This is an optimization exercise on Yosys and OpenROAD, whose aim is small area, a short achievable clock period and few clock cycles per item, not a production implementation. Where RTL was checked, it was by simulation tests only, not by an equivalence proof against the original. Only the layout flow was run in runs 1 and 2; the RTL was not checked for function there. Power figures rest on the tool's default switching activity, not on a simulated workload.

==> design/flow/design.v <==
module ptouch_rast (
    input  wire        clk,
    input  wire        rst,         
    input  wire [1:0]  cfg_fmt,     
    input  wire [9:0]  cfg_wd,      
    input  wire [9:0]  cfg_pd,      
    input  wire [9:0]  cfg_tp,      
    input  wire [9:0]  cfg_rm,      
    input  wire        in_valid,
    output wire        in_ready,
    input  wire [31:0] in_pix,      
    output wire        out_valid,
    input  wire        out_ready,
    output wire [7:0]  out_data,
    output wire        out_last
);
    localparam integer DEPTH = 5;           
    localparam integer CAP   = DEPTH + 1;   
    reg fgray, pd_nz;
    always @(posedge clk) begin
        fgray <= (cfg_fmt == 2'd0);
        pd_nz <= (cfg_pd != 10'd0);
    end
    reg        rst_q;
    always @(posedge clk) rst_q <= rst;
    reg        in_ready_r;
    reg  [9:0] A, B;
    reg  [8:0] C;
    reg  [2:0] iph;       
    reg        fb;        
    reg        cs;        
    wire fire = in_valid && in_ready_r;
    wire [10:0] ab   = {1'b0, A} - {1'b0, B} - 11'd2;
    wire row_pre     = !ab[10];
    wire row_band    = !row_pre && (B != 10'd0);
    wire row_last    = !row_pre && ((C == 9'd0 && A == 10'd1) || (C == 9'd1 && A == 10'd0));
    wire row_lb      = row_band && (B == 10'd1);
    wire row_sb      = row_band && (fb || iph == 3'd0);    
    wire       row_postc = !row_pre && !row_band && (C != 9'd0);
    wire [1:0] a_dec     = row_pre ? 2'd2 : {1'b0, !row_postc};
    wire [8:0] c_inc     = row_pre ? 9'd1 : {9{row_postc}};
    wire [9:0] A_n   = row_last ? cfg_wd      : A - {8'd0, a_dec};
    wire [9:0] B_n   = row_last ? cfg_pd      : B - {9'd0, row_band};
    wire [8:0] C_n   = row_last ? 9'd0        : C + c_inc;
    wire [2:0] iph_n = row_last ? cfg_rm[2:0] : iph + {2'd0, row_band};
    wire       fb_n  = row_last || (fb && !row_band);
    always @(posedge clk) begin
        if (rst_q) begin
            A <= cfg_wd; B <= cfg_pd; C <= 9'd0; iph <= cfg_rm[2:0]; fb <= 1'b1;
            cs <= 1'b1;
        end else if (fire) begin
            A <= A_n; B <= B_n; C <= C_n; iph <= iph_n; fb <= fb_n;
            cs <= row_last;
        end
    end
    wire       a_one = (cfg_fmt != 2'd2);
    wire       a_lo  = !in_pix[7];
    wire [6:0] a6_in = a_one ? 7'h7f : (a_lo ? 7'd0 : in_pix[6:0]);
    reg [23:0] p0;        
    reg [6:0]  a60;       
    reg        v0, lb0;
    always @(posedge clk) begin
        p0  <= in_pix[31:8];
        a60 <= a6_in;
        v0  <= !rst_q && fire && row_band;
        lb0 <= row_lb;
    end
    wire [9:0] m1 = {3'b001, a60};
    wire [9:0] m2 = {2'b01, a60, 1'b0};
    wire [8:0] t30 = {2'd0, a60} + {1'd0, a60, 1'b0};     
    wire [9:0] m3 = {1'b0, t30} + 10'd384;
    function [9:0] msel(input [1:0] d);
        msel = (d == 2'd0) ? 10'd0 : (d == 2'd1) ? m1 : (d == 2'd2) ? m2 : m3;
    endfunction
    function [15:0] mul(input [7:0] c);
        mul = {6'd0, msel(c[1:0])} + {4'd0, msel(c[3:2]), 2'd0}
            + {2'd0, msel(c[5:4]), 4'd0} + {msel(c[7:6]), 6'd0};
    endfunction
    wire [15:0] xr = mul(p0[23:16]);
    wire [15:0] xg = mul(p0[15:8]);
    wire [15:0] xb = mul(p0[7:0]);
    wire [8:0] er  = {1'b0, xr[15:8]} + {1'b0, xr[7:0]} + 9'd1;
    wire [8:0] eg  = {1'b0, xg[15:8]} + {1'b0, xg[7:0]} + 9'd1;
    wire [8:0] eb  = {1'b0, xb[15:8]} + {1'b0, xb[7:0]} + 9'd1;
    reg  [7:0] hr1, hg1, hb1;
    reg  [2:0] e1;
    reg  [6:0] a61;
    reg        gb1, v1, lb1;
    always @(posedge clk) begin
        hr1 <= xr[15:8];
        hg1 <= xg[15:8];
        hb1 <= xb[15:8];
        e1  <= {er[8], eg[8], eb[8]};
        a61 <= a60;
        gb1 <= (p0[23:16] < 8'd127);
        v1  <= !rst_q && v0;
        lb1 <= lb0;
    end
    wire [10:0] d  = {3'd0, hr1} + {3'd0, hg1} + {3'd0, hb1}
                   + {10'd0, e1[2]} + {10'd0, e1[1]} + {10'd0, e1[0]}
                   - {4'd0, a61} - {3'd0, a61, 1'b0};
    wire       pbit = fgray ? gb1 : d[10];
    reg  [2:0] ph;        
    reg  [7:0] sh;
    reg        pushq, pushl;    
    wire       push;
    wire [7:0] bitv = {7'd0, pbit} << (3'd7 - ph);
    always @(posedge clk) begin
        if (rst_q) begin
            ph    <= cfg_rm[2:0];
            sh    <= 8'd0;
            pushq <= 1'b0;
            pushl <= 1'b0;
        end else begin
            if (push) pushq <= 1'b0;
            if (v1) begin
                sh    <= pushq ? bitv : (sh | bitv);
                pushq <= (ph == 3'd7) || lb1;
                pushl <= lb1;
                ph    <= lb1 ? cfg_rm[2:0] : ph + 3'd1;
            end else if (push) begin
                sh <= 8'd0;
            end
        end
    end
    reg [8:0] fm [0:DEPTH-1];
    reg [2:0] wp, rp;
    reg [2:0] fcnt;
    wire      fne  = (fcnt != 3'd0);
    assign    push = pushq && (fcnt != DEPTH);
    wire [8:0] head = fm[rp];
    always @(posedge clk) begin
        if (push) fm[wp] <= {pushl, sh};
    end
    reg       ov, ol;     
    reg       sv, sl;     
    reg [7:0] sb;
    reg [7:0] ob;
    reg [6:0] L, T;       
    reg       bdone;      
    reg [1:0] pend;       
    reg [2:0] nb;         
    assign out_valid = ov;
    assign out_data  = ob;
    assign out_last  = ol;
    assign in_ready  = in_ready_r;
    wire l_nz      = (L != 7'd0);
    wire t_one     = (T == 7'd1);
    wire emit_zero = l_nz || !pd_nz || bdone;
    wire go0       = (pend != 2'd0) && (emit_zero || fne);    
    wire ld        = !sv;                                      
    wire go        = go0 && ld;
    wire hold      = ov && !out_ready;                         
    wire [7:0] nbyte = emit_zero ? 8'd0 : head[7:0];
    wire pop       = go && !emit_zero;
    wire line_end  = go && (T == 7'd1);
    wire pop1  = go0 && !emit_zero;              
    wire lend1 = go0 && (T == 7'd1);             
    wire [2:0] fcnt_0 = fcnt + {2'd0, push};
    wire [2:0] fcnt_1 = fcnt + {2'd0, push} - {2'd0, pop1};
    wire [1:0] pend_00 = pend;
    wire [1:0] pend_01 = pend - {1'b0, lend1};
    wire [1:0] pend_10 = pend + {1'b0, cs};
    wire [1:0] pend_11 = pend + {1'b0, cs} - {1'b0, lend1};
    wire [2:0] nb_00 = nb;
    wire [2:0] nb_01 = nb - {2'd0, pop1};
    wire [2:0] nb_10 = nb + {2'd0, row_sb};
    wire [2:0] nb_11 = nb + {2'd0, row_sb} - {2'd0, pop1};
    wire [2:0] nb_f1   = ld ? nb_11 : nb_10;
    wire [2:0] nb_f0   = ld ? nb_01 : nb_00;
    wire [1:0] pend_f1 = ld ? pend_11 : pend_10;
    wire [1:0] pend_f0 = ld ? pend_01 : pend_00;
    wire ir_f1 = !(nb_f1 == CAP && (iph_n == 3'd0 || fb_n)) && !(row_last && pend_f1 == 2'd2);
    wire ir_f0 = !(nb_f0 == CAP && (iph == 3'd0 || fb))     && !(cs && pend_f0 == 2'd2);
    wire ir_n  = fire ? ir_f1 : ir_f0;
    always @(posedge clk) begin
        if (rst_q) begin
            L     <= cfg_rm[9:3];
            T     <= cfg_tp[9:3];
            bdone <= 1'b0;
            pend  <= 2'd0;
            nb    <= 3'd0;
            wp    <= 3'd0;
            rp    <= 3'd0;
            fcnt  <= 3'd0;
        end else begin
            if (go) begin
                L     <= t_one ? cfg_rm[9:3] : L - {6'd0, l_nz};
                T     <= t_one ? cfg_tp[9:3] : T - 7'd1;
                bdone <= !t_one && (bdone || (!emit_zero && head[8]));
            end
            if (push) wp <= (wp == DEPTH - 1) ? 3'd0 : wp + 3'd1;
            if (pop)  rp <= (rp == DEPTH - 1) ? 3'd0 : rp + 3'd1;
            fcnt <= ld ? fcnt_1 : fcnt_0;
            pend <= fire ? pend_f1 : pend_f0;
            nb   <= fire ? nb_f1 : nb_f0;
        end
    end
    always @(posedge clk) begin
        if (rst || rst_q) begin
            ov         <= 1'b0;
            sv         <= 1'b0;
            in_ready_r <= !rst;
        end else begin
            ov         <= hold || sv || go;
            sv         <= sv ? hold : (go && hold);
            in_ready_r <= ir_n;
        end
        if (!hold) begin
            ob <= sv ? sb : nbyte;
            ol <= sv ? sl : t_one;
        end
        if (!sv) begin
            sb <= nbyte;
            sl <= t_one;
        end
    end
endmodule
==> design/flow/flow/run.sh <==
#!/bin/bash
# The standard layout (bash standard.sh, standard synthesis unchanged) with
# two placement/CTS choices passed through ORFS's own variables:
#  - port buffers: plain buf_1 cells instead of the delay cells that
#    buffer_ports picks by default;
#  - before the placement resizer, flow/outdrive.tcl gives the output
#    ports' buffers and the flip-flops that drive them the next drive strength;
#  - clock tree: larger sink clusters and no dummy loads.
# make's full output goes to standard.log; ORFS's per-step logs stay under orfs/logs.
set -euo pipefail
export BUFFER_PORTS_ARGS="-buffer_cell sky130_fd_sc_hd__buf_1"
export PRE_RESIZE_TCL="$PWD/flow/outdrive.tcl"
export CTS_ARGS="-sink_clustering_enable -repair_clock_nets -dont_use_dummy_load -sink_clustering_size 14 -sink_clustering_max_diameter 100 -buf_list sky130_fd_sc_hd__clkbuf_8"
bash standard.sh > standard.log 2>&1
==> design/flow/flow/outdrive.tcl <==
# Before the placement resizer: the output ports' buffers and the flip-flops
# that drive them get the next drive strength of the same cell.
set n_up 0
foreach port [all_outputs] {
  set pnet [get_nets -quiet [get_full_name $port]]
  if {[llength $pnet] != 1} { continue }
  foreach bpin [get_pins -quiet -of_objects $pnet -filter "direction==output"] {
    set buf [get_cells -of_objects $bpin]
    if {[get_property $buf ref_name] eq "sky130_fd_sc_hd__buf_1"} {
      replace_cell $buf [get_lib_cells sky130_fd_sc_hd__buf_2]
    }
    foreach ipin [get_pins -quiet -of_objects $buf -filter "direction==input"] {
      set inet [get_nets -quiet -of_objects $ipin]
      foreach dpin [get_pins -quiet -of_objects $inet -filter "direction==output"] {
        set inst [get_cells -of_objects $dpin]
        set master [get_property $inst ref_name]
        if {[regexp {^(sky130_fd_sc_hd__dfxtp)_1$} $master -> base]} {
          replace_cell $inst [get_lib_cells ${base}_2]
          incr n_up
        }
      }
    }
  }
}
puts "outdrive.tcl: upsized $n_up output flip-flops"
==> design/flow/standard.sh <==
#!/bin/bash
# synth_recipe.tcl (not shown) runs the flow's synth.tcl, then flattens the netlist and writes it again
# the make line also repeats each setting of config.mk as NAME=value (left out here)
make -C /OpenROAD-flow-scripts/flow DESIGN_CONFIG=/design/flow/config.mk WORK_HOME=/design/flow/orfs CLKGATE_MAP_FILE= SYNTH_SCRIPT=/design/flow/synth_recipe.tcl "${@:-finish}"
==> design/flow/config.mk <==
export PLATFORM = sky130hd
export DESIGN_NAME = ptouch_rast
export DESIGN_NICKNAME = ptouch_rast
export VERILOG_FILES = /design/flow/design.v
export SDC_FILE = /design/flow/constraint.sdc
export NUM_CORES = 4
export LEC_CHECK = 0
export CAP_MARGIN = 20
export CORE_MARGIN = 2
export CORE_UTILIZATION = 40
export SLEW_MARGIN = 60
==> design/flow/constraint.sdc <==
create_clock -name core_clock -period 28.0 [get_ports {clk}]
set_input_delay 5.6000 -clock core_clock [delete_from_list [all_inputs] [get_ports {clk}]]
set_output_delay 5.6000 -clock core_clock [all_outputs]
set_load 0.01 [all_outputs]
==> summary.txt, run 1 <==
status timing/DRC/antenna clean; CP peak stage delay 0.37 ns; family with the most delay on the worst path flip-flops; Placer Congestion 0.825; Final Setup Violations 0; slowest cell on the critical path edfxtp_1; Setup TNS Final 0 ns; met1 global-route usage 24.0%; Max-Cap Viols 0; area delta synth->final 8.03%; Cell variety after synth 74; FP Rows 71; CTS tree built; Final Slew Violations 0; Die H 199 um; area occupied by multi-input gates 9260 sq um; Setup Buffers After CTS 0; Top-Level Pins 89; H-tree levels 1; CP Data Arrival Time 1.08 ns; Worst Path Max Fanout 1; Vias/cell 5.33; top post-synthesis cells by count ha_1, dfxtp_1, inv_1, nand2_1, edfxtp_1; Max clock buf depth 3; input/output buffers 85; Filler Cell Count 3,608; Max Fclk 150 MHz; Synth top area share 18.5%; Crit path required time 22.40 ns; post-route insts no fill 2,060; Global Route met3 Usage 2.35%; Clock transition at path regs approximately 0.090 ns; Seq cells post-synth 218; Core Box Area 37,600 sq um; Die W 199 um; WL per Instance 16.3 um; Post-synth EDFFs 94; Worst Skew 0.0493 ns; worst rel slew slack 64.6%; minimum clock period 6.68 ns; initial antenna violation count 0; GRT Util Overall 17.4%; proportion of layout cells with a drive suffix above 1 between 10% and 20%; worst vdd ir 46.3 uV; final global-route overflow total 0; Seq. cell area 5320 sq um; # nets final roughly 1.9k; Gate Count Post-Synth 1,496; Synth Area in XOR/XNOR 4.42%; die area 39,700 sq um; RSZ-0062 raised after global routing no; largest family of logic cells by synthesized area adder cells; DRC Markers 0; cell area power density 77.5 nW/um^2; Compound-Gate Fraction of Synth Area between 10% and 20%; Startpoint Class register; met2 Use GR ~29%; Yosys top cell by area edfxtp_1; mux cell area share after synthesis roughly 8.0%; placed cells 2,040; ranking of synthesized cells by area edfxtp_1, dfxtp_1, ha_1, fa_1, mux2_2; nature of the critical path endpoint primary output; antenna cells 0; leakage power 6.93 nW; CTS-repair resized insts 0; Worst Hold Class reg2reg; cts bufs inserted 20; Initial Util 40.6%; Skew-Pair Late Insertion Delay 0.57 ns; GR peak layer met2; clock sink count 218; Yosys Warn Count 1; sequential fraction of the synthesis area 34.8%; largest net degree at the start of global routing 36; Synth Area in Adders 22.2%; DP HPWL 24,600 um; post-route ant nets 0; first-pass GRT wire length about 56,000 um; syn nets 1,806; Slew @ Worst Pin around 0.53 ns; period utilisation layout between 20% and 30%; vias in the first global route 10.9k; CP Buf/Inv Count 1; DRT Pass-1 Iters 5; hold bufs inserted after CTS 0; Post-Route WL about 34,000 um; initial drt markers 615; post-synthesis async set-or-reset flop share 0%; Setup CP Type reg2out; root buffer cell clkbuf_8; cells along the critical path buf_2; top-count cell post-synth ha_1; Post-Syn Area 15,200 sq um; syn avg cell area 10.2 sq um; vias 11.0k; simple-gate area share of the yosys netlist 10.8%; Most used DFF post-synth dfxtp_1; Hold Vio Cnt, Final 0
path summary, 6_finish.rpt:
kind                               endpoint  cells past startpoint   start  slack [ns]
worst max-delay path            out_data[1]                      1   ob[1]       21.32
worst min-delay path                    lb1                      0     lb0        0.39
worst max register to register        e1[2]                     23  a60[2]       21.73
worst min register to register          lb1                      0     lb0        0.39
cells in the final DEF (no fill, tap or decap), drive strengths merged, types with 11 or more instances in the layout:
master,n
nand3,28
mux2i,16
buf,108
mux4,12
and2,11
nor2b,24
o21ai,64
a22o,42
inv,121
clkbuf,20
edfxtp,94
a21oi,91
fa,65
a21boi,13
a21o,29
ha,167
a211oi,11
nand2,110
nor4,17
mux2,70
a31oi,18
and3,14
xnor2,51
nor3,17
xor2,26
nor2,75
dfxtp,124
a22oi,17
power by group:
part / switching (W) / internal [W] / total [W]
combinational: 0.000377 / 0.000319 / 0.000696
sequential: 0.0000345 / 0.000378 / 0.000412
clock: 0.000104 / 0.0000639 / 0.000168
stage by stage:
stage / setup WS, ns / area, sq um / total power, W / hold slack, ns / util, %
final: 21.32 / 16500 / 0.00128 / 0.391 / 43.8
after global routing: 21.26 / 16500 / 0.00141 / 0.393 / 43.8
after CTS: 21.27 / 16400 / 0.00129 / 0.394 / 43.7
after detailed placement: 20.97 / 16200 / 0.00112 / 0.347 / 43.0
after global placement: 20.48 / 16100 / 0.00110 / 0.350 / 42.8
after floorplan: 20.96 / 15200 / 0.000950 / 0.310 / -
sequential cells by signal, summed over array words and instances (netlist names), 2 cells and up, named ones only:
| name | flops |
|---|---|
| pend | 2 |
| rp | 3 |
| hr1 | 8 |
| sh | 8 |
| fm | 45 |
| a61 | 7 |
| T | 7 |
| sb | 8 |
| wp | 3 |
| L | 7 |
| e1 | 3 |
| ph | 3 |
| A | 10 |
| p0 | 24 |
| iph | 3 |
| fcnt | 3 |
| C | 9 |
| B | 10 |
| ob | 8 |
| nb | 3 |
| hb1 | 8 |
| a60 | 7 |
| hg1 | 8 |
logic make-up (layout without fill, tap and decap cells):
kind of cell    Yosys count  in the layout
compound gates          338            338
xor+xnor                 77             77
fa+ha+maj               232            232
buf+inv                 197            250
flops                   218            218
mux                      98             98
simple gates            336            336
final cells by class:
class | count | share of cell area (%)
Tap cell | 511 | 3.88
Multi-Input combinational cell | 1081 | 56.2
Clock buffer | 20 | 1.67
Timing Repair Buffer | 108 | 3.14
Sequential cell | 218 | 32.3
Inverter | 122 | 2.80
routing by layer:
| layer | vias up | part of all wire [%] |
|---|---|---|
| met1 | 5268 | 48 |
| li1 | 5436 | - |
| met2 | 230 | 46 |
| met5 | - | 0 |
| met4 | 0 | 2.3 |
| met3 | 45 | 4.3 |
==> run 2: changes to the inputs <==
--- a/design/flow/design.v
+++ b/design/flow/design.v
@@ -56,18 +56,20 @@
     wire       a_one = (cfg_fmt != 2'd2);
     wire       a_lo  = !in_pix[7];
     wire [6:0] a6_in = a_one ? 7'h7f : (a_lo ? 7'd0 : in_pix[6:0]);
+    wire [8:0] a3_in = {2'd0, in_pix[6:0]} + {1'd0, in_pix[6:0], 1'b0};
     reg [23:0] p0;        
     reg [6:0]  a60;       
+    reg [8:0]  t30;       
     reg        v0, lb0;
     always @(posedge clk) begin
         p0  <= in_pix[31:8];
         a60 <= a6_in;
+        t30 <= a_one ? 9'd381 : (a_lo ? 9'd0 : a3_in);
         v0  <= !rst_q && fire && row_band;
         lb0 <= row_lb;
     end
     wire [9:0] m1 = {3'b001, a60};
     wire [9:0] m2 = {2'b01, a60, 1'b0};
-    wire [8:0] t30 = {2'd0, a60} + {1'd0, a60, 1'b0};     
     wire [9:0] m3 = {1'b0, t30} + 10'd384;
     function [9:0] msel(input [1:0] d);
         msel = (d == 2'd0) ? 10'd0 : (d == 2'd1) ? m1 : (d == 2'd2) ? m2 : m3;
@@ -132,9 +134,7 @@
     always @(posedge clk) begin
         if (push) fm[wp] <= {pushl, sh};
     end
-    reg       ov, ol;     
-    reg       sv, sl;     
-    reg [7:0] sb;
+    reg       ov, ol;
     reg [7:0] ob;
     reg [6:0] L, T;       
     reg       bdone;      
@@ -148,10 +148,8 @@
     wire t_one     = (T == 7'd1);
     wire emit_zero = l_nz || !pd_nz || bdone;
     wire go0       = (pend != 2'd0) && (emit_zero || fne);    
-    wire ld        = !sv;                                      
+    wire ld        = !ov || out_ready;                         
     wire go        = go0 && ld;
-    wire hold      = ov && !out_ready;                         
-    wire [7:0] nbyte = emit_zero ? 8'd0 : head[7:0];
     wire pop       = go && !emit_zero;
     wire line_end  = go && (T == 7'd1);
     wire pop1  = go0 && !emit_zero;              
@@ -166,16 +164,13 @@
     wire [2:0] nb_01 = nb - {2'd0, pop1};
     wire [2:0] nb_10 = nb + {2'd0, row_sb};
     wire [2:0] nb_11 = nb + {2'd0, row_sb} - {2'd0, pop1};
-    wire [2:0] nb_f1   = ld ? nb_11 : nb_10;
-    wire [2:0] nb_f0   = ld ? nb_01 : nb_00;
-    wire [1:0] pend_f1 = ld ? pend_11 : pend_10;
-    wire [1:0] pend_f0 = ld ? pend_01 : pend_00;
-    wire ir_f1 = !(nb_f1 == CAP && (iph_n == 3'd0 || fb_n)) && !(row_last && pend_f1 == 2'd2);
-    wire ir_f0 = !(nb_f0 == CAP && (iph == 3'd0 || fb))     && !(cs && pend_f0 == 2'd2);
-    wire ir_n  = fire ? ir_f1 : ir_f0;
+    wire [2:0] nb_n   = fire ? (ld ? nb_11 : nb_10) : (ld ? nb_01 : nb_00);
+    wire [1:0] pend_n = fire ? (ld ? pend_11 : pend_10) : (ld ? pend_01 : pend_00);
+    wire       cs_n   = fire ? row_last : cs;
+    wire ir_n = (nb_n != CAP) && !(cs_n && pend_n == 2'd2);
     always @(posedge clk) begin
         if (rst_q) begin
-            L     <= cfg_rm[9:3];
+ L     <= cfg_rm[9:3];
             T     <= cfg_tp[9:3];
             bdone <= 1'b0;
             pend  <= 2'd0;
@@ -190,29 +185,24 @@
                 bdone <= !t_one && (bdone || (!emit_zero && head[8]));
             end
             if (push) wp <= (wp == DEPTH - 1) ? 3'd0 : wp + 3'd1;
-            if (pop)  rp <= (rp == DEPTH - 1) ? 3'd0 : rp + 3'd1;
+            if (pop)   rp <= (rp == DEPTH - 1) ? 3'd0 : rp + 3'd1;
             fcnt <= ld ? fcnt_1 : fcnt_0;
-            pend <= fire ? pend_f1 : pend_f0;
-            nb   <= fire ? nb_f1 : nb_f0;
-        end
-    end
-    always @(posedge clk) begin
+            pend <= pend_n;
+            nb   <= nb_n;
+        end
+    end
+    always @(posedge clk) begin
+        if (ld) begin
+            ob <= emit_zero ? 8'd0 : head[7:0];
+            ol <= t_one;
+        end
         if (rst || rst_q) begin
             ov         <= 1'b0;
-            sv         <= 1'b0;
             in_ready_r <= !rst;
         end else begin
-            ov         <= hold || sv || go;
-            sv         <= sv ? hold : (go && hold);
+            if (ov && out_ready) ov <= 1'b0;
+            if (go) ov <= 1'b1;
             in_ready_r <= ir_n;
         end
-        if (!hold) begin
-            ob <= sv ? sb : nbyte;
-            ol <= sv ? sl : t_one;
-        end
-        if (!sv) begin
-            sb <= nbyte;
-            sl <= t_one;
-        end
     end
 endmodule
==> design/flow/flow/run.sh (replaced) <==
#!/bin/bash
# The standard layout (bash standard.sh, standard synthesis unchanged) with
# placement/CTS choices passed through ORFS's own variables:
#  - port buffers: plain buf_2 cells instead of the delay cells that
#    buffer_ports picks by default;
#  - before the placement resizer, flow/upsize.tcl gives the drivers of
#    high-fanout nets a stronger cell of the same function;
#  - clock tree: larger sink clusters and no dummy loads.
# make's full output goes to standard.log; ORFS's per-step logs stay under orfs/logs.
set -euo pipefail
export BUFFER_PORTS_ARGS="-buffer_cell sky130_fd_sc_hd__buf_2"
export PRE_RESIZE_TCL="$PWD/flow/upsize.tcl"
export CTS_ARGS="-sink_clustering_enable -repair_clock_nets -dont_use_dummy_load -sink_clustering_size 20 -sink_clustering_max_diameter 120"
bash standard.sh > standard.log 2>&1
==> design/flow/flow/upsize.tcl (new file) <==
# Before the placement resizer: give the drivers of high-fanout nets a
# stronger cell of the same function (nothing else changes), and keep the
# delay cells out of the resizer's buffer choice.
set_dont_use [get_lib_cells {sky130_fd_sc_hd__clkdlybuf4s*}]
set n_up 0
foreach net [get_nets *] {
  set loads [get_pins -quiet -of_objects $net -filter "direction==input"]
  if {[llength $loads] < 6} { continue }
  set drv [get_pins -quiet -of_objects $net -filter "direction==output"]
  if {[llength $drv] != 1} { continue }
  set inst [get_cells -of_objects $drv]
  set master [get_property $inst ref_name]
  if {![regexp {^(sky130_fd_sc_hd__[a-z0-9]+)_(0|1)$} $master -> base sz]} { continue }
  if {[string match "*df*" $base] || [string match "*dl*" $base]} { continue }
  set want [expr {[llength $loads] >= 12 ? 4 : 2}]
  foreach s [list $want 2] {
    set cand [get_lib_cells -quiet ${base}_$s]
    if {[llength $cand] == 1 && ![get_property $cand dont_use]} {
      replace_cell $inst $cand
      incr n_up
      break
    }
  }
}
puts "upsize.tcl: upsized $n_up drivers of high-fanout nets"
--- a/design/flow/config.mk
+++ b/design/flow/config.mk
@@ -8,4 +8,4 @@
 export CAP_MARGIN = 20
 export CORE_MARGIN = 2
 export CORE_UTILIZATION = 40
-export SLEW_MARGIN = 60
+export SLEW_MARGIN = 20
removed: design/flow/flow/outdrive.tcl
==> run 2 against run 1 <==
Largest power group unchanged. Critical path depth up 9. Final cell count down 0.73%. Hold slack worse by 0.048 ns. Global-route usage down 0.70 points. First-iteration DRC count up 1.1%. Via count down 2.5%. Critical endpoint is now t30[7]. Core utilization up 0.30 points. Still clean on timing, DRC and antenna.
==> summary.txt, run 2 <==
status timing/DRC/antenna clean; Yosys Warn Count 1; # nets final 1,847; Initial Util 40.5%; initial drt markers 622; syn avg cell area 10.2 sq um; Max Fclk 144 MHz; cell area power density 73.2 nW/um^2; CP Buf/Inv Count 1; Worst Path Max Fanout 4; Worst setup startpoint in_pix[1]; CP Data Arrival Time 7.28 ns; leakage power 7.29 nW; Yosys top cell by area edfxtp_1; period utilisation layout 24.7%; Worst Skew 0.0521 ns; worst rel slew slack 30.2%; DRT Pass-1 Iters 5; Top-Level Pins 89; post-synthesis async set-or-reset flop share 0%; Setup TNS Final 0 ns; GRT Util Overall 16.7%; Setup Buffers After CTS 0; Hold Vio Cnt, Final 0; largest register by flop count fm; vias in the first global route 10.5k; Most used DFF post-synth dfxtp_1; largest net degree at the start of global routing 42; ranking of synthesized cells by area edfxtp_1, dfxtp_1, ha_1, fa_1, mux2_2; top-count cell post-synth ha_1; first-pass GRT wire length ~53,000 um; Worst Min Path Start lb0; Largest register FFs 45; DP Area 16,200 sq um; CTS-repair resized insts 0; Die W 199 um; antenna cells 0; final global-route overflow total 0; Seq cells post-synth 216; Gate Count Post-Synth 1,496; Die H 199 um; minimum clock period 6.93 ns; slowest cell on the critical path fa_1; Skew-Pair Late Insertion Delay approximately 0.49 ns; initial antenna violation count 0; vias approximately 11k; family with the most delay on the worst path adder cells; Seq. cell area 5270 sq um; nature of the critical path endpoint register; Core Box Area about 37,000 sq um; Setup WS post-layout 21.07 ns; Vias/cell 5.24; Reg-to-Reg Start t30[7]; commonest non-fill, non-tap cells in the layout inv_1, ha_1, dfxtp_1; H-tree levels 1; post-route insts no fill 2,045; cells along the critical path buf_2 -> ha_1 -> fa_1 -> a21o_1 -> a21oi_1 -> nor2b_1 -> nor2_1 -> o21bai_1 -> xor2_1 -> and3_1; Post-Route WL between 30,000 and 40,000 um; Synth top area share between 10% and 20%; Placer Congestion 0.818; Largest regs fm x45, p0 x24; top post-synthesis cells by count ha_1, inv_1, dfxtp_1, nand2_1, edfxtp_1; Startpoint Class primary input; Slew @ Worst Pin 1.04 ns; RSZ-0062 raised after global routing no; placed cells 2,030; Final Setup Violations 0; Cell variety after synth 66; Max clock buf depth 3; WL per Instance approximately 16 um; CTS tree built; area occupied by multi-input gates 9160 sq um; post-route ant nets 0; Clock transition at path regs 0.08 ns; Max-Cap Viols 0; Final Slew Violations 0; proportion of layout cells with a drive suffix above 1 15.9%; Worst Hold Class reg2reg; root buffer cell clkbuf_16; sequential fraction of the synthesis area 34.7%; FP Rows 71; dpl ws 20.59 ns; DRC Markers 0; clock sink count 216; die area 39,500 sq um; post-layout instance area 16,500 sq um; Post-Syn Area 15,200 sq um; Crit path required time 28.36 ns; CP peak stage delay 0.40 ns; DP HPWL between 20,000 and 25,000 um; cts bufs inserted 15; hold bufs inserted after CTS 0; Setup CP Type in2reg; area delta synth->final 8.95%; syn nets approximately 1.8k; worst vdd ir 33.6 uV; input/output buffers 85; Filler Cell Count 3,619; Post-synth EDFFs 94
[run 2: cell types whose count changed in the layout (fill, tap and decap cells not counted), moves of 23 or more]
cell and delta:
buf_1 -74, buf_2 +74, inv_1 +42, a21oi_1 -37, a22o_1 +32, mux2_2 +23
[run 2: path summary, 6_finish.rpt]
check                 to  slack, ns  depth (start not counted)
setup / recovery  t30[7]      21.07                         10
hold / removal       lb1       0.34                          0
setup reg to reg   e1[2]      21.96                         18
hold reg to reg      lb1       0.34                          0
[run 2: final cells by class]
| type | instances | share of cell area, % |
|---|---|---|
| sequential | 216 | 31.8 |
| clock buffer | 15 | 2.27 |
| multi-input combinational | 1045 | 55.3 |
| tap | 511 | 3.86 |
| timing repair buffer | 93 | 2.93 |
| inverter | 165 | 3.77 |
[run 2: metal layers]
layer	vias up	GRT usage [%]	routed length, um	part of all wire, %
met5	-	0	0	0
met4	0	4.01	605	1.8
met3	36	2.09	1200	3.6
met2	194	28.0	15500	47
met1	5139	22.8	15600	47
li1	5337	-	-	-
[run 2: power by group]
part / switching, W / total (W) / internal, W
sequential: 0.0000357 / 0.000407 / 0.000371
clock: 0.000104 / 0.000199 / 0.0000955
combinational: 0.000331 / 0.000605 / 0.000275
total: 0.000470 / 0.00121 / 0.000742
[run 2: worst register-to-register path: stages, from the launching register on]
cell and delay, ns:
dfxtp_1 0.79, inv_1 0.20, ha_4 0.43, a21boi_0 0.15, fa_1 0.57, inv_1 0.05, fa_1 0.52, inv_1 0.04
ha_1 0.33, o21ai_0 0.17, a21boi_0 0.10, o22a_1 0.23, a31oi_1 0.29, mux2i_1 0.13, a2111oi_1 0.92, ha_1 0.39
and4_1 0.21, a221oi_1 0.25, o21ai_0 0.19
[run 2: logic make-up after synthesis]
group,share of synthesized area (%)
AND/OR/NAND/NOR,10.6
multiplexers,8.11
XOR/XNOR,3.91
adder cells (fa/ha/maj),22.4
buffers and inverters,5.84
AO/OA/AOI/OAI,14.4
flip-flops,34.7
[run 2: through the flow]
stage | hold WS, ns | power (W) | utilization, %
after floorplan | 0.310 | 0.000870 | -
after global placement | 0.321 | 0.00101 | 42.8
after detailed placement | 0.324 | 0.00102 | 43.1
after CTS | 0.344 | 0.00123 | 44.1
after global routing | 0.354 | 0.00134 | 44.1
final | 0.343 | 0.00121 | 44.1
==> run 3: changes to the inputs <==
--- a/design/flow/design.v
+++ b/design/flow/design.v
@@ -56,20 +56,18 @@
     wire       a_one = (cfg_fmt != 2'd2);
     wire       a_lo  = !in_pix[7];
     wire [6:0] a6_in = a_one ? 7'h7f : (a_lo ? 7'd0 : in_pix[6:0]);
-    wire [8:0] a3_in = {2'd0, in_pix[6:0]} + {1'd0, in_pix[6:0], 1'b0};
     reg [23:0] p0;        
     reg [6:0]  a60;       
-    reg [8:0]  t30;       
     reg        v0, lb0;
     always @(posedge clk) begin
         p0  <= in_pix[31:8];
         a60 <= a6_in;
-        t30 <= a_one ? 9'd381 : (a_lo ? 9'd0 : a3_in);
         v0  <= !rst_q && fire && row_band;
         lb0 <= row_lb;
     end
     wire [9:0] m1 = {3'b001, a60};
     wire [9:0] m2 = {2'b01, a60, 1'b0};
+    wire [8:0] t30 = {2'd0, a60} + {1'd0, a60, 1'b0};     
     wire [9:0] m3 = {1'b0, t30} + 10'd384;
     function [9:0] msel(input [1:0] d);
         msel = (d == 2'd0) ? 10'd0 : (d == 2'd1) ? m1 : (d == 2'd2) ? m2 : m3;
==> run 3 against run 2 <==
Clock-buffer cell count did not move. Clock skew fell by 0.0040 ns. Sequential power fell by 4%. Flip-flop and latch count fell by 8. Non-clock buffer count rose by 10. Design area fell by 3.0%. Register-to-register slack got worse by 0.20 ns. Worst setup slack got worse by 0.032 ns. Die area fell by 3.2%. Synthesized area fell by 3.3%. Largest power group unchanged.
==> summary.txt, run 3 <==
CP Data Arrival Time 7.37 ns; Setup CP Type in2reg; leakage power 6.99 nW; Setup TNS Final 0 ns; DRT Pass-1 Iters 5; final hold slack 0.335 ns; max layer used met4; Hold Vio Cnt, Final 0; area delta synth->final 9.25%; FP Rows 70; top-count cell post-synth ha_1; Gate Count Post-Synth 1,474; Yosys top cell by area edfxtp_1; root buffer cell clkbuf_16; Max-Cap Viols 0; initial drt markers around 470; status timing/DRC/antenna clean; sequential fraction of the synthesis area 34.8%; Worst Skew between 0.04 and 0.05 ns; WL per Instance 16.6 um; Post-Route WL between 30,000 and 40,000 um; Yosys Warn Count 1; die area 38,300 sq um; Slew @ Worst Pin 0.680 ns; Die W ~200 um; Setup Buffers After CTS 0; nature of the critical path endpoint register; Post-Syn Area 14,700 sq um; post-route ant nets 0; post-synthesis async set-or-reset flop share 0%; Die H between 150 and 200 um; Most used DFF post-synth dfxtp_1; DRT met1 WL 15,600 um; WL met3 1130 um; DRC Markers 0; final global-route overflow total 0; post-layout util 44.1%; Final Setup Violations 0; worst rel slew slack a little over half; Cell variety after synth 71; CTS-repair resized insts 0; commonest non-fill, non-tap cells in the layout ha_1, nand2_1, inv_1; most frequent CP cell or3b_2; antenna cells 0; Worst Path Max Fanout 24; Startpoint Class primary input; slowest cell on the critical path or3b_2; first-pass GRT wire length 54,300 um; CTS tree built; Core Box Area 36,300 sq um; # nets final 1,829; Synth top area share 19.2%; ranking of synthesized cells by area edfxtp_1, dfxtp_1, ha_1, fa_1, mux2_2; DP HPWL 24,500 um; initial antenna violation count 0; Largest regs fm x45, p0 x24; Final Slew Violations 0; top post-synthesis cells by count ha_1, nand2_1, inv_1, dfxtp_1, nor2_1; Vias/cell 5.32; period utilisation layout 24.9%; largest register by flop count fm; hold bufs inserted after CTS 0; Post-synth EDFFs 94; vias 10.6k; Top-Level Pins 89; Crit path required time ~28 ns; met2 routed WL 15,500 um; Worst Hold Class reg2reg; Placer Congestion 0.846; Seq cells post-synth between 200 and 250; proportion of layout cells with a drive suffix above 1 15.2%; syn nets ~1.8k; minimum clock period 6.96 ns; Max Fclk 144 MHz; GRT Util Overall between 15 and 20%; syn avg cell area 9.96 sq um; largest net degree at the start of global routing 37; RSZ-0062 raised after global routing no; cells along the critical path buf_2 -> nand2b_4 -> o21a_1 -> or3b_2 -> or3b_2 -> a21oi_1; cell area power density around 76 nW/um^2; Largest register FFs 45; commonest non-fill, non-tap cell in the layout ha_1; vias in the first global route 10.8k; cts bufs inserted 15; Clock transition at path regs 0.08 ns; worst vdd ir 40.3 uV; input/output buffers 85; Initial Util 40.4%; clock sink count ~210; CP peak stage delay about 0.52 ns; Max clock buf depth 3; Skew-Pair Late Insertion Delay about 0.50 ns; H-tree levels 1
run 3: changes by cell type in the layout (fill, tap and decap cells not counted), moves of 8 or more:
cell     change
inv_1       -43
nor2_1      +29
mux2_2      -27
nand2_1     +26
a21oi_1     +25
a22o_1      -17
a31oi_1     -15
buf_4       +10
xnor2_1     +10
dfxtp_1      -8
xor2_1       -8
run 3: final timing paths:
kind              slack [ns]  cells past startpoint        to  startpoint
setup / recovery       21.04                      6  register   out_ready
hold / removal          0.34                      0       lb1         lb0
setup reg to reg       21.76                     24     e1[1]      a60[1]
hold reg to reg         0.34                      0       lb1         lb0
run 3: final cells by class:
class                   instances  area (sq um)
fillers                      3455         20300
repair buffers                103           561
multi-input cells            1067          8950
inverters                     124           468
clock buffers                  15           375
flip-flops and latches        208          5100
well taps                     468           586
run 3: report_power, final:
group / internal (W) / switching, W
sequential: 0.000359 / 0.0000319
combinational: 0.000289 / 0.000346
clock: 0.0000953 / 0.0000998
total: 0.000743 / 0.000478
run 3: through the flow:
step                      setup slack [ns]  area [sq um]  cells  total power (W)
after floorplan                      20.63         14700   1474         0.000873
after global placement               20.02         15500   1970          0.00102
after detailed placement             20.51         15700   1970          0.00103
after CTS                            21.05         16000   1985          0.00124
after global routing                 20.94         16000   1985          0.00135
final                                21.04         16000   1985          0.00122
run 3: worst max-delay path: cells and delay by family:
| kind | cells | cell delay [ns] |
|---|---|---|
| compound gates | 2 | 0.38 |
| simple gates | 3 | 1.30 |
| buf+inv | 1 | 0.08 |
run 3: cell families after synthesis:
group | count (synthesis) | share of synthesized area, %
muxes | 74 | 6.47
DFF | 208 | 34.8
AOI/OAI and AO/OA | 323 | 14.7
adders and majority gates | 232 | 23.1
and+or+nand+nor | 368 | 11.6
xor gates and xnor gates | 70 | 4.17
buffers and inverters | 199 | 5.18
run 3: routing by layer:
| layer | global-route usage [%] | vias to the layer above |
|---|---|---|
| met4 | 5.17 | 0 |
| met5 | 0 | - |
| met3 | 1.97 | 48 |
| met1 | 23.1 | 5029 |
| li1 | - | 5297 |
| met2 | 29.7 | 185 |
Testbench counts of run 3, summed over its fixed seeds: cycles 306,604, items 303,778.
==> run 4: changes to the inputs <==
--- a/design/flow/design.v
+++ b/design/flow/design.v
@@ -132,7 +132,9 @@
     always @(posedge clk) begin
         if (push) fm[wp] <= {pushl, sh};
     end
-    reg       ov, ol;
+    reg       ov, ol;     
+    reg       sv, sl;     
+    reg [7:0] sb;
     reg [7:0] ob;
     reg [6:0] L, T;       
     reg       bdone;      
@@ -146,8 +148,10 @@
     wire t_one     = (T == 7'd1);
     wire emit_zero = l_nz || !pd_nz || bdone;
     wire go0       = (pend != 2'd0) && (emit_zero || fne);    
-    wire ld        = !ov || out_ready;                         
+    wire ld        = !sv;                                      
     wire go        = go0 && ld;
+    wire hold      = ov && !out_ready;                         
+    wire [7:0] nbyte = emit_zero ? 8'd0 : head[7:0];
     wire pop       = go && !emit_zero;
     wire line_end  = go && (T == 7'd1);
     wire pop1  = go0 && !emit_zero;              
@@ -190,17 +194,22 @@
         end
     end
     always @(posedge clk) begin
-        if (ld) begin
-            ob <= emit_zero ? 8'd0 : head[7:0];
-            ol <= t_one;
-        end
         if (rst || rst_q) begin
             ov         <= 1'b0;
+            sv         <= 1'b0;
             in_ready_r <= !rst;
         end else begin
-            if (ov && out_ready) ov <= 1'b0;
-            if (go) ov <= 1'b1;
+            ov         <= hold || sv || go;
+            sv         <= sv ? hold : (go && hold);
             in_ready_r <= ir_n;
         end
+        if (!hold) begin
+            ob <= sv ? sb : nbyte;
+            ol <= sv ? sl : t_one;
+        end
+        if (!sv) begin
+            sb <= nbyte;
+            sl <= t_one;
+        end
     end
 endmodule
==> run 4 against run 3 <==
Synthesized area up 1.2%. Hold slack improved by 0.0047 ns. Clock skew grew 0.0016 ns. Global-route usage shrank 0.33 points. Design area up 1.1%. Wire length shrank 0.81%. Flip-flop and latch count grew 10. Die area increased by 1.2%.
==> summary.txt, run 4 <==
post-layout util 44.3%; post-route ant nets 0; Final Slew Violations 0; syn nets 1,778; post-route insts no fill 1,985; switching power 0.000471 W; Gate Count Post-Synth 1,468; leakage power slightly below 7 nW; DRC Markers 0; CP Buf/Inv Count 1; commonest non-fill, non-tap cell in the layout ha_1; Crit path required time ~22 ns; clock sink count 218; DP HPWL 23,700 um; Pint roughly 0.00075 W; sequential fraction of the synthesis area between 30% and 40%; DRT Pass-1 Iters 5; commonest non-fill, non-tap cells in the layout ha_1, dfxtp_1, inv_1; switching share of power 38.7%; ranking of synthesized cells by area edfxtp_1, dfxtp_1, ha_1, fa_1, mux2_2; cell area power density 75.0 nW/um^2; Post-Route WL 32,700 um; total chip power 0.00122 W; Largest regs fm x45, p0 x24; WL per Instance between 15 and 20 um; family with the most delay on the worst path flip-flops; cts bufs inserted 15; Max Fclk 147 MHz; Setup Buffers After CTS 0; worst vdd ir 41.9 uV; area delta synth->final 9.09%; Placer Congestion 0.859; Reg-to-Reg Start a60[2]; proportion of layout cells with a drive suffix above 1 between 10% and 20%; Setup WS post-layout 21.20 ns; largest net degree at the start of global routing 35; worst rel slew slack 37.1%; CTS tree built; GRT Util Overall 17.0%; vias between 10k and 15k; Worst Hold Class reg2reg; status timing/DRC/antenna clean; Final Setup Violations 0; final global-route overflow total 0; Core Box Area 36,600 sq um; input/output buffers 85; Startpoint Class register; r2r endpoint e1[2]; post-synthesis async set-or-reset flop share 0%; CTS-repair resized insts 0; Max-Cap Viols 0; Slew @ Worst Pin 0.942 ns; nature of the critical path endpoint primary output; top post-synthesis cells by count ha_1, dfxtp_1, inv_1, nand2_1, a21oi_1; root buffer cell clkbuf_16; # nets final 1,829; Setup CP Type reg2out; Hold Crit Depth 0; Die W 197 um; minimum clock period 6.80 ns; Register-to-Register Path Depth 22; initial drt markers 610; Initial Util 40.6%; RSZ-0062 raised after global routing no; Post-synth EDFFs 94; Top-Level Pins 89; Yosys Warn Count 1; Clk pwr share between 10% and 20%; die area 38,700 sq um; CP peak stage delay 0.51 ns; Vias/cell 5.37; Seq cells post-synth 218; sink of the worst hold path lb1; placed cells 1,970; Gate power share 50.4%; hold bufs inserted after CTS 0; slowest cell on the critical path dfxtp_1; r2r setup slk roughly 22 ns; Post-Syn Area 14,900 sq um; dpl ws 20.99 ns; largest register by flop count fm; Skew-Pair Late Insertion Delay 0.50 ns; first-pass GRT wire length 54,100 um; Setup TNS Final 0 ns; H-tree levels 1; Cell variety after synth 67; Worst Skew 0.0497 ns; Synth top area share 19.0%; Die H between 150 and 200 um; Worst Min Path Start lb0; register share of total power roughly a third; Max clock buf depth 3; syn avg cell area 10.1 sq um; initial antenna violation count 0; antenna cells 0; period utilisation layout between 20% and 30%; Clock transition at path regs 0.09 ns; top-count cell post-synth ha_1; Most used DFF post-synth dfxtp_1; Worst Path Max Fanout 5; FP Rows 70; Largest register FFs 45; Hold Vio Cnt, Final 0; Yosys top cell by area edfxtp_1; cells along the critical path buf_2; Filler Cell Count 3,495; CP Data Arrival Time 1.20 ns; vias in the first global route about 11k
run 4: changes by cell type in the layout (fill, tap and decap cells not counted), moves of 6 or more:
cell / delta
o211ai_1: +8
a21o_1: +9
a22o_1: -18
a21oi_1: +21
nor2_1: -27
o21ai_0: +13
nand2_1: -26
a2111oi_0: +6
a31oi_1: +13
xor2_1: +7
dfxtp_1: +10
o21a_1: -6
run 4: cell type report:
cell class	count	area [sq um]	area share [%]
clock buffer	15	375	2.32
multi-input combinational	1059	8910	55.0
inverter	119	450	2.78
timing repair buffer	106	583	3.60
sequential	218	5310	32.7
tap	468	586	3.61
run 4: power groups by stage:
stage	combinational, W	clock [W]	sequential (W)
6_report	0.000613	0.000202	0.000401
5_1_grt	0.000711	0.000220	0.000406
4_1_cts	0.000621	0.000211	0.000402
3_5_place_dp	0.000614	0	0.000410
3_3_place_gp	0.000597	0	0.000408
2_1_floorplan	0.000474	0	0.000395
run 4: cell families (layout without fill, tap and decap cells):
kind of cell             Yosys count  count (layout)  synth area share [%]
AO/OA/AOI/OAI                    349             349                  14.9
AND/OR/NAND/NOR                  331             331                  10.8
adder cells (fa/ha/maj)          232             232                  22.8
flip-flops                       218             218                  35.7
buffers and inverters            191             240                  5.01
multiplexers                      76              76                  6.58
XOR/XNOR                          71              71                  4.18
run 4: how the worst max path moves through the flow:
stage / startpoint / end / slack, ns / cells past startpoint
4_1_cts: in_ready_r / in_ready / 21.17 / 1
3_3_place_gp: in_valid / in_ready_r / 20.65 / 5
5_1_grt: in_ready_r / in_ready / 21.14 / 1
6_report: in_ready_r / in_ready / 21.20 / 1
2_1_floorplan: in_valid / in_ready_r / 21.19 / 8
3_5_place_dp: in_valid / in_ready_r / 20.99 / 5
run 4: per-layer routing:
layer  up-vias  global-route usage [%]  wire length [um]
met5         -                       0                 0
met1      5061                    22.8             15300
met3        51                    2.04              1150
li1       5322                       -                 -
met4         0                    5.18               903
met2       234                    28.9             15300
run 4: per-stage QoR:
step | hold WS [ns] | area (sq um)
finish | 0.340 | 16200
detailed placement | 0.314 | 15800
CTS | 0.344 | 16200
floorplan | 0.310 | 14900
global route | 0.349 | 16200
global placement | 0.313 | 15700
Testbench counts of run 4, summed over its fixed seeds: cycles 306,604, items 303,778.
==> run 5: changes to the inputs <==
--- a/design/flow/flow/run.sh
+++ b/design/flow/flow/run.sh
@@ -10,5 +10,5 @@
 set -euo pipefail
 export BUFFER_PORTS_ARGS="-buffer_cell sky130_fd_sc_hd__buf_2"
 export PRE_RESIZE_TCL="$PWD/flow/upsize.tcl"
-export CTS_ARGS="-sink_clustering_enable -repair_clock_nets -dont_use_dummy_load -sink_clustering_size 20 -sink_clustering_max_diameter 120"
+export CTS_ARGS="-sink_clustering_enable -repair_clock_nets -dont_use_dummy_load -sink_clustering_size 14 -sink_clustering_max_diameter 100 -buf_list sky130_fd_sc_hd__clkbuf_8"
 bash standard.sh > standard.log 2>&1
==> design/flow/flow/upsize.tcl (replaced) <==
# Before the placement resizer: give the drivers of high-fanout nets (gates
# with 6 or more loads, flip-flops with 4 or more) a stronger cell of the
# same function (nothing else changes), and keep the delay cells out of
# the resizer's buffer choice.
set_dont_use [get_lib_cells {sky130_fd_sc_hd__clkdlybuf4s*}]
set n_up 0
foreach net [get_nets *] {
  set loads [get_pins -quiet -of_objects $net -filter "direction==input"]
  if {[llength $loads] < 4} { continue }
  set drv [get_pins -quiet -of_objects $net -filter "direction==output"]
  if {[llength $drv] != 1} { continue }
  set inst [get_cells -of_objects $drv]
  set master [get_property $inst ref_name]
  if {![regexp {^(sky130_fd_sc_hd__[a-z0-9]+)_(0|1)$} $master -> base sz]} { continue }
  if {[string match "*dl*" $base]} { continue }
  set nl [llength $loads]
  if {$nl < 6 && ![string match "*df*" $base]} { continue }
  set want [expr {$nl >= 12 ? 4 : 2}]
  foreach s [list $want 2] {
    set cand [get_lib_cells -quiet ${base}_$s]
    if {[llength $cand] == 1 && ![get_property $cand dont_use]} {
      replace_cell $inst $cand
      incr n_up
      break
    }
  }
}
puts "upsize.tcl: upsized $n_up drivers of high-fanout nets"
==> run 5 against run 4 <==
Core utilization increased by 0.079 points. Critical path depth unchanged. Critical endpoint unchanged. Maximum frequency increased by 0.98%. Combinational power about the same. Still clean. Register-to-register slack improved by 0.09 ns. Via count decreased by 0.83%.
==> summary.txt, run 5 <==
Post-Syn Area 14,900 sq um; Yosys top cell by area edfxtp_1; Max clock buf depth 3; Slew @ Worst Pin between 0.9 and 1 ns; largest net degree at the start of global routing 35; CP peak stage delay 0.43 ns; Worst Skew 0.0564 ns; Post-synth EDFFs 94; Die W 197 um; Final Setup Violations 0; minimum clock period 6.74 ns; antenna cells 0; proportion of layout cells with a drive suffix above 1 18.1%; RSZ-0062 raised after global routing no; cell area power density between 70 and 80 nW/um^2; Post-Route WL 32,500 um; Final Slew Violations 0; Reg-to-Reg Start a60[2]; Setup Buffers After CTS 0; Clock transition at path regs 0.09 ns; Worst Hold Class reg2reg; Worst Setup EP in_ready; Placer Congestion 0.859; Initial Util 40.6%; WL per Instance 16.3 um; clock sink count about 220; hold bufs inserted after CTS 0; ranking of synthesized cells by area edfxtp_1, dfxtp_1, ha_1, fa_1, mux2_2; largest register by flop count fm; worst rel slew slack around two fifths; final global-route overflow total 0; dpl ws 21.00 ns; input/output buffers 85; first-pass GRT wire length 53,600 um; initial drt markers 543; area occupied by multi-input gates 8910 sq um; leakage power 6.89 nW; Cell variety after synth 67; Crit path required time 22.40 ns; CP Data Arrival Time 1.14 ns; DRT Pass-1 Iters 5; root buffer cell clkbuf_8; Top-Level Pins 89; initial antenna violation count 0; Yosys Warn Count 1; period utilisation layout 24.1%; vias 10.6k; vias in the first global route 10.5k; sequential fraction of the synthesis area 35.7%; r2r endpoint e1[1]; DRC Markers 0; Gate Count Post-Synth between 1k and 1.5k; Worst setup startpoint in_ready_r; Hold Vio Cnt, Final 0; CTS-repair resized insts 0; Max Fclk between 100 and 150 MHz; DP HPWL ~24,000 um; commonest non-fill, non-tap cells in the layout ha_1, inv_1, nand2_1; Seq. cell area approximately 5400 sq um; CP Buf/Inv Count 1; Core Box Area 36,600 sq um; top post-synthesis cells by count ha_1, dfxtp_1, inv_1, nand2_1, a21oi_1; Levels on crit path 1; Seq cells post-synth roughly 220; worst vdd ir 43.1 uV; Worst Path Max Fanout 5; die area between 30,000 and 40,000 sq um; area delta synth->final 9.29%; Setup CP Type reg2out; # nets final about 1.8k; total chip power roughly 0.0012 W; Vias/cell 5.31; Largest regs fm x45, p0 x24; Register-to-Register Path Depth 22; Startpoint Class register; Synth top area share 19.0%; H-tree levels 1; top-count cell post-synth ha_1; post-synthesis async set-or-reset flop share 0%; GRT Util Overall 16.9%; family with the most delay on the worst path flip-flops; Max-Cap Viols 0; cells along the critical path buf_2; Setup WS post-layout 21.26 ns; cts bufs inserted 21; Skew-Pair Late Insertion Delay 0.55 ns; Filler Cell Count 3,520; Setup TNS Final 0 ns; commonest non-fill, non-tap cell in the layout ha_1; syn nets 1,778; CTS tree built; r2r setup slk ~22 ns; Most used DFF post-synth dfxtp_1; post-route ant nets 0; status timing/DRC/antenna clean; syn avg cell area just over 10 sq um; nature of the critical path endpoint primary output; slowest cell on the critical path dfxtp_2; Worst Min Path Start lb0; Die H 197 um; FP Rows 70; Largest register FFs 45
## run 5: cell count changes in the layout (fill, tap and decap cells not counted)
cell / change
dfxtp_1: -48
clkbuf_16: -15
dfxtp_4: +22
clkbuf_8: +21
dfxtp_2: +26
## run 5: report_power, final
part           switching, W  internal, W
logic              0.000332     0.000277
registers         0.0000298     0.000371
clock network      0.000103    0.0000669
total              0.000465     0.000715
## run 5: cells by family (layout without fill, tap and decap cells)
kind of cell,after synthesis,in the layout,synth area share [%]
buffers and inverters,191,246,5.01
flip-flops,218,218,35.7
XOR/XNOR,71,71,4.18
AND/OR/NAND/NOR,331,331,10.8
AO/OA/AOI/OAI,349,349,14.9
adder cells (fa/ha/maj),232,232,22.8
multiplexers,76,76,6.58
## run 5: how the worst min path moves through the flow
stage                     endpoint  cells after the start
after floorplan                lb1                      0
after global placement         lb1                      0
after detailed placement       lb1                      0
after CTS                      lb1                      0
after global routing           lb1                      0
final                          lb1                      0
## run 5: cell type report
type | count | area share (%)
Tap cell | 468 | 3.61
Sequential cell | 218 | 33.4
Inverter | 119 | 2.77
Timing Repair Buffer | 106 | 3.59
Clock buffer | 21 | 1.78
Multi-Input combinational cell | 1059 | 54.9
## run 5: metrics by stage
step	cells	hold slack (ns)	utilization, %	cell area, sq um
after global placement	1970	0.313	43.0	15700
after floorplan	1468	0.310	-	14900
after detailed placement	1970	0.312	43.6	16000
after CTS	1991	0.332	44.4	16200
after global routing	1991	0.353	44.4	16200
final	1991	0.331	44.4	16200
## run 5: per-layer routing
| layer | global-route usage (%) | part of all wire [%] | routed length, um |
|---|---|---|---|
| met5 | 0 | 0 | 0 |
| met4 | 3.29 | 1.7 | 560 |
| met3 | 2.38 | 4.2 | 1370 |
| met2 | 29.3 | 48 | 15500 |
| met1 | 22.7 | 46 | 15100 |

==> static timing again, ports no longer ideal <==
The flow's constraints put no driver on any port. The routed layouts listed below were extracted and timed again, unchanged, in two steps. Step 1 assumes that a clkbuf_16 drives the clock port and a buf_2 every other input. Step 2 times the ports against the registers' clock, not the clock port: input delays grow and output delays shrink by t, the midpoint of the rising clock arrivals with the driver on. Three values: ideal, step 1, step 2; two values: the first two.
run | shift t [ns] | slack for setup (ns) | worst setup path after step 2 | latest minus earliest clock arrival (ns) | worst register clock-pin slew, ns
run 1 | 0.591 | 21.323 / 21.273 / 20.914 | input to register | 0.052 / 0.053 | 0.11 / 0.11
run 2 | 0.525 | 21.073 / 21.113 / 20.588 | input to register | 0.053 / 0.052 | 0.09 / 0.09
run 3 | 0.528 | 21.042 / 21.070 / 20.541 | input to register | 0.057 / 0.057 | 0.09 / 0.09
run 4 | 0.530 | 21.199 / 21.143 / 21.007 | input to register | 0.055 / 0.055 | 0.09 / 0.09
run 5 | 0.575 | 21.265 / 21.218 / 21.017 | input to register | 0.065 / 0.065 | 0.10 / 0.10
After both steps every run listed still meets setup and hold. For run 3, which loses most, drivers alone change the setup slack by +0.028 ns; drivers and shift together by -0.501 ns.
